This design comes from an exercise in tuning for small area on the open sky130 flow, not from production work.
Where RTL was checked, it was by simulation tests only, not by an equivalence proof against the original.
Power is estimated from default activity; no workload was simulated. The flow treats the clock pin as an ideal source, which a real chip does not have.

==> exp/pepper <==
==> flow/design.v (excerpt) <==
module x10_cm17a (
    input  wire        clk,
    input  wire        rst,
    input  wire [15:0] cfg_wait,
    input  wire [15:0] cfg_reset,
    input  wire [15:0] cfg_gap,
    input  wire [15:0] cfg_err,
    input  wire [6:0]  cfg_dim_step,
    input  wire        cmd_valid,
    input  wire [1:0]  cmd_kind,
    input  wire [3:0]  cmd_func,
    input  wire [3:0]  cmd_house,
    input  wire [15:0] cmd_units,
    input  wire [6:0]  cmd_percent,
    output wire        st_valid,
    output wire [2:0]  st_code,
    input  wire        close,
    input  wire        conn_connect,
    input  wire        conn_fix,
    input  wire        line_fail,
    output wire        line1,
    output wire        line0,
    output wire [1:0]  conn_state,
    output wire        evt_broken,
    output wire        evt_fixed,
    output wire        tx_stopped,
    output wire        sent_valid,
    input  wire        sent_ready,
    output wire [1:0]  sent_func,
    output wire [3:0]  sent_house,
    output wire [15:0] sent_units,
    output wire [6:0]  sent_percent,
    input  wire        rx_l1,
    input  wire        rx_l0,
    output wire        dec_valid,
    output wire [1:0]  dec_func,
    output wire [3:0]  dec_house,
    output wire [3:0]  dec_unit,
    output wire        dec_desync
);
Settings: LEC_CHECK=0, ABC_AREA=1, CAP_MARGIN=20, CORE_MARGIN=2, CORE_UTILIZATION=40, SLEW_MARGIN=20; clock period 6.0 ns.
standard.sh (not shown) runs the stock make flow with config.mk's settings and CLKGATE_MAP_FILE= SYNTH_SCRIPT=/design/flow/synth_recipe.tcl, a recipe that flattens the netlist after the stock synthesis.
==> flow/flow/run.sh <==
#!/bin/bash
# The standard layout with two changes:
#  - synthesis maps logic with an area-oriented ABC script (flow/abc_area.script);
#    registers are mapped by the standard dfflibmap step before ABC, unchanged
#  - port buffers are plain sky130_fd_sc_hd__buf_1 cells
set -euo pipefail
HERE=$PWD
# synthesis script: the standard flow's, with the abc command's -script argument replaced
{
  head -n 1 synth_recipe.tcl
  cat <<TCL
proc abc {args} {
  set i [lsearch -exact \$args -script]
  if { \$i >= 0 } { lset args [expr {\$i + 1}] $HERE/flow/abc_area.script }
  yosys abc {*}\$args
}
TCL
  tail -n +2 synth_recipe.tcl
} > my_synth.tcl
sed "s#SYNTH_SCRIPT=[^ ]*#SYNTH_SCRIPT=$HERE/my_synth.tcl#" standard.sh > my_standard.sh
export BUFFER_PORTS_ARGS="-buffer_cell sky130_fd_sc_hd__buf_1"
bash my_standard.sh > flow.log 2>&1
==> flow/flow/abc_area.script <==
strash
dch
amap
topo
==> exp/delta: changes against exp/pepper <==
--- a/flow/design.v
+++ b/flow/design.v
@@ -183,24 +183,14 @@
             3'd2:    cur_byte = cur_code[15:8];
             3'd3:    cur_byte = cur_code[7:0];
             default: cur_byte = 8'hAD;
         endcase
     end
     wire cur_bit = cur_byte[~bit_idx[2:0]];
     wire last_bit = bit_idx[5] && (bit_idx[2:0] == 3'd7);
-    reg [15:0] wait_len;
-    always @(*) begin
-        case (phase)
-            PH_RESET: wait_len = cfg_reset;
-            PH_FRAME: wait_len = cfg_wait;
-            PH_GAP:   wait_len = cfg_gap;
-            default:  wait_len = cfg_err;
-        endcase
-    end
-    wire wait_done = ({1'b0, wcnt} + 17'd1) >= {1'b0, wait_len};
     wire in_wait = ((phase == PH_RESET) && (step == 3'd2 || step == 3'd5)) ||
                    ((phase == PH_FRAME) && step[0]) ||
                    (phase == PH_GAP) || (phase == PH_ERR);
     reg op_valid;
     reg op_line;     
     reg op_level;
     always @(*) begin
@@ -242,25 +232,38 @@
         .full    (sentq_full)
     );
     assign sent_valid   = !sentq_empty && !shutdown;
     assign sent_func    = sentq_head[28:27];
     assign sent_house   = sentq_head[26:23];
     assign sent_units   = sentq_head[22:7];
     assign sent_percent = sentq_head[6:0];
+    wire wait_done = (wcnt[15:1] == 15'd0);
+    wire frame_end = (phase == PH_FRAME) && (step == 3'd3) && last_bit;
+    reg [15:0] wait_len;
+    always @(*) begin
+        if (op_fail)
+            wait_len = cfg_err;
+        else if (phase == PH_RESET)
+            wait_len = cfg_reset;
+        else if (frame_end && !more_frames)
+            wait_len = cfg_gap;
+        else
+            wait_len = cfg_wait;
+    end
     always @(posedge clk) begin
         if (in_wait && !wait_done)
-            wcnt <= wcnt + 16'd1;
+            wcnt <= wcnt - 16'd1;
         else
-            wcnt <= 16'd0;
+            wcnt <= wait_len;
     end
     always @(posedge clk) begin
         if (take) begin
             {cur_dim, cur_fbit, cur_house, cur_units, cur_pct} <= inq_head;
             prog <= inq_head[28] ? inq_head[6:0] : 7'd0;
-        end else if (phase == PH_FRAME && step == 3'd3 && wait_done && last_bit && more_frames) begin
+        end else if (frame_end && wait_done && more_frames) begin
             if (cur_dim)
                 prog <= pct_diff[6:0];
             else
                 prog[3:0] <= cur_k + 4'd1;
         end else if (!cur_dim && !k_hit) begin
             prog[3:0] <= cur_k + 4'd1;
         end
==> flow/flow/run.sh (replaced) <==
#!/bin/bash
# The standard layout (standard.sh) with these changes:
#  - synthesis maps logic with an area-oriented ABC script (flow/abc_area.script);
#    registers are mapped by the standard dfflibmap step before ABC, unchanged
#  - port buffers are plain sky130_fd_sc_hd__buf_1 cells
#  - clock tree synthesis inserts no dummy loads
# Each tool's output goes to flow.log here and to the ORFS logs under orfs/logs.
set -euo pipefail
HERE=$PWD
{
  head -n 1 synth_recipe.tcl
  cat <<TCL
proc abc {args} {
  set i [lsearch -exact \$args -script]
  if { \$i >= 0 } { lset args [expr {\$i + 1}] $HERE/flow/abc_area.script }
  yosys abc {*}\$args
}
TCL
  tail -n +2 synth_recipe.tcl
} > my_synth.tcl
sed "s#SYNTH_SCRIPT=[^ ]*#SYNTH_SCRIPT=$HERE/my_synth.tcl#" standard.sh > my_standard.sh
export BUFFER_PORTS_ARGS="-buffer_cell sky130_fd_sc_hd__buf_1"
export CTS_ARGS="-sink_clustering_enable -repair_clock_nets -dont_use_dummy_load -buf_list sky130_fd_sc_hd__clkbuf_16 -sink_clustering_size 34 -sink_clustering_max_diameter 80"
bash my_standard.sh > flow.log 2>&1
==> flow/flow/abc_area.script (replaced) <==
strash
&get -n
&st
&if -K 4 -a
&mfs
&st
&deepsyn -T 30
&dch
&put
amap
topo
Settings changed: CORE_UTILIZATION 40 to 70, PLACE_DENSITY from default to 0.85.
==> exp/maple: changes against exp/pepper <==
==> flow/run.sh (new file) <==
#!/bin/bash
# synth_recipe.tcl (not shown) runs the flow's synth.tcl, then flattens the netlist and writes it again
# the make line also repeats each setting of config.mk as NAME=value (left out here)
make -C /OpenROAD-flow-scripts/flow DESIGN_CONFIG=/design/flow/config.mk WORK_HOME=/design/flow/orfs CLKGATE_MAP_FILE= SYNTH_SCRIPT=/design/flow/synth_recipe.tcl finish
Settings changed: CTS_BUF_LIST from default to sky130_fd_sc_hd__clkbuf_4.
removed: flow/flow/run.sh
removed: flow/flow/abc_area.script
removed: flow/standard.sh
==> summary of the runs <==
In exp/delta the clock power is smaller than in exp/pepper, by 53%. Between exp/maple and exp/pepper, the lower clock-buffer cell count is in exp/pepper (gap 127). Sequential power, highest first: exp/delta, exp/maple, exp/pepper. Of exp/pepper and exp/maple, exp/maple has the higher die area (gap about 6%, measured against exp/maple). Routed wire length, highest first: exp/maple, exp/pepper, exp/delta. Critical path depth, highest first: exp/pepper, exp/maple, exp/delta. Setup slack: exp/pepper < exp/maple < exp/delta.
==> figures <==
	exp/maple	exp/delta	exp/pepper
Run status	complete, no violations	complete, no violations	complete, no violations
Final period utilization	72.9%	72.1%	85.4%
Net count after synthesis	1976	1421	1558
Core area	0.0492 sq mm	0.0259 sq mm	0.0466 sq mm
Mean area per synthesized cell	11.0 sq um	14.4 sq um	13.5 sq um
Die boundary width	228 um	166 um	221 um
Lkg Pwr	8.88 nW	6.37 nW	7.15 nW
Final cell count without fillers	2825	1815	2282
Share of the core filled with cells in the final layout	48.9%	77.6%	47.5%
Worst Hold End	u_tx.st_code[2]	u_rx.sr[3]	u_rx.sr[7]
Final std cell area, no fill	0.0241 sq mm	0.0201 sq mm	0.0221 sq mm
Part of the Yosys area used for sequential elements	66.8%	72.8%	70.9%
Well-tap cell count	664	335	607
Setup WS post-layout	1.63 ns	1.68 ns	0.874 ns
Violation count after the first detailed-routing iteration	939	1650	1142
Clock period minus worst slack	4.37 ns	4.32 ns	5.13 ns
The RTL of exp/pepper and exp/maple was laid out without a check of its function.


==> job 8965 <==
x10_cm17a with an RTL version that a note above also has.
export LEC_CHECK = 0
export ABC_AREA = 1
export CAP_MARGIN = 0
export CORE_MARGIN = 2
export CORE_UTILIZATION = 40
export SLEW_MARGIN = 0
create_clock -name core_clock -period 6.0 [get_ports {clk}]
==> flow/flow/run.sh <==
#!/bin/bash
# The standard layout (standard.sh) with these changes:
#  - synthesis maps logic with an area-oriented ABC script (flow/abc_area.script);
#    registers are mapped by the standard dfflibmap step before ABC, unchanged
#  - port buffers are plain sky130_fd_sc_hd__buf_1 cells
#  - clock tree synthesis inserts no dummy loads
# Each tool's output goes to flow.log here and to the ORFS logs under orfs/logs.
set -euo pipefail
HERE=$PWD
{
  head -n 1 synth_recipe.tcl
  cat <<TCL
proc abc {args} {
  set i [lsearch -exact \$args -script]
  if { \$i >= 0 } { lset args [expr {\$i + 1}] $HERE/flow/abc_area.script }
  yosys abc {*}\$args
}
TCL
  tail -n +2 synth_recipe.tcl
} > my_synth.tcl
sed "s#SYNTH_SCRIPT=[^ ]*#SYNTH_SCRIPT=$HERE/my_synth.tcl#" standard.sh > my_standard.sh
export BUFFER_PORTS_ARGS="-buffer_cell sky130_fd_sc_hd__buf_1"
export CTS_ARGS="-sink_clustering_enable -repair_clock_nets -dont_use_dummy_load -buf_list sky130_fd_sc_hd__clkbuf_16 -sink_clustering_size 30 -sink_clustering_max_diameter 100"
bash my_standard.sh > flow.log 2>&1
==> flow/flow/abc_area.script <==
strash
&get -n
&st
&if -K 4 -a
&mfs
&st
&deepsyn -T 30
&dch
&put
amap
topo
==> job 4089 (differences from job 8965) <==
--- a/flow/config.mk
+++ b/flow/config.mk
@@ -10,3 +10,3 @@
 export CORE_MARGIN = 2
-export CORE_UTILIZATION = 40
+export CORE_UTILIZATION = 70
 export SLEW_MARGIN = 0
==> impl_metrics.py <==
metrics = {
    "layout": {
        "final_cell_mix": "edfxtp_1 (395), buf_1 (166), nor2_1 (119)",
        "syn_to_final_growth_pct": 9.64,
        "inverters": 105,
        "utilization_pct": 77.7,
    },
    "pwr": {
        "pg_seq_w": 0.00428,
    },
    "placed_design": {
        "dp_hpwl_um": 24500,
    },
    "worst_hold_path": {
        "min_path_cells": 0,
    },
    "sta": {
        "slew_headroom_pct": 32.8,
    },
    "run_status": {
        "outcome": "finished clean",
    },
    "clocking": {
        "cts_buffers": 19,
    },
}
[end of results for job 4089]
==> impl_metrics.py <==
metrics = {
    "run_status": {
        "outcome": "finished clean",
    },
    "layout": {
        "final_cell_mix": "edfxtp_1 (395), buf_1 (166), nor2_1 (112)",
        "utilization_pct": 45.2,
        "syn_to_final_growth_pct": 11.7,
        "inverters": 107,
    },
    "synth": {
        "synth_compound_area_share_pct": 14.5,
    },
    "clocking": {
        "cts_buffers": 20,
    },
    "placed_design": {
        "dp_hpwl_um": 27000,
    },
    "sta": {
        "slew_headroom_pct": 20.4,
    },
}
[end of results for job 8965]

[separate check: timing with driven ports]
Ports are ideal in the flow. The routed layouts listed here were re-timed in OpenROAD. Step 1: set_driving_cell puts a clkbuf_16 on clk and a buf_2 on each other input, an assumption about the parent block. Step 2 adds t to the input delays and takes it off the output delays; t is the mean of the earliest and latest rising clock arrival at the registers after step 1. Input paths then give back, and output paths get back, about the clock's delay inside the block. Slacks: no drivers / after step 1 / after step 2; pairs: no drivers / after step 1.
run | t (ns) | setup slack, ns | slew at the worst register clock pin (ns)
exp/pepper | 0.645 | 0.874 / 0.874 / 0.546 | 0.06 / 0.06
exp/delta | 0.567 | 1.675 / 1.675 / 1.389 | 0.12 / 0.12
exp/maple | 0.896 | 1.626 / 1.626 / 1.456 | 0.08 / 0.08
job 8965 | 0.595 | 1.706 / 1.706 / 1.374 | 0.12 / 0.12
job 4089 | 0.581 | 1.633 / 1.633 / 1.288 | 0.11 / 0.11
After both steps every run listed still meets setup and hold. The setup slack of job 4089, which loses most, moves by 0.000 ns with the drivers and by -0.345 ns with both steps.
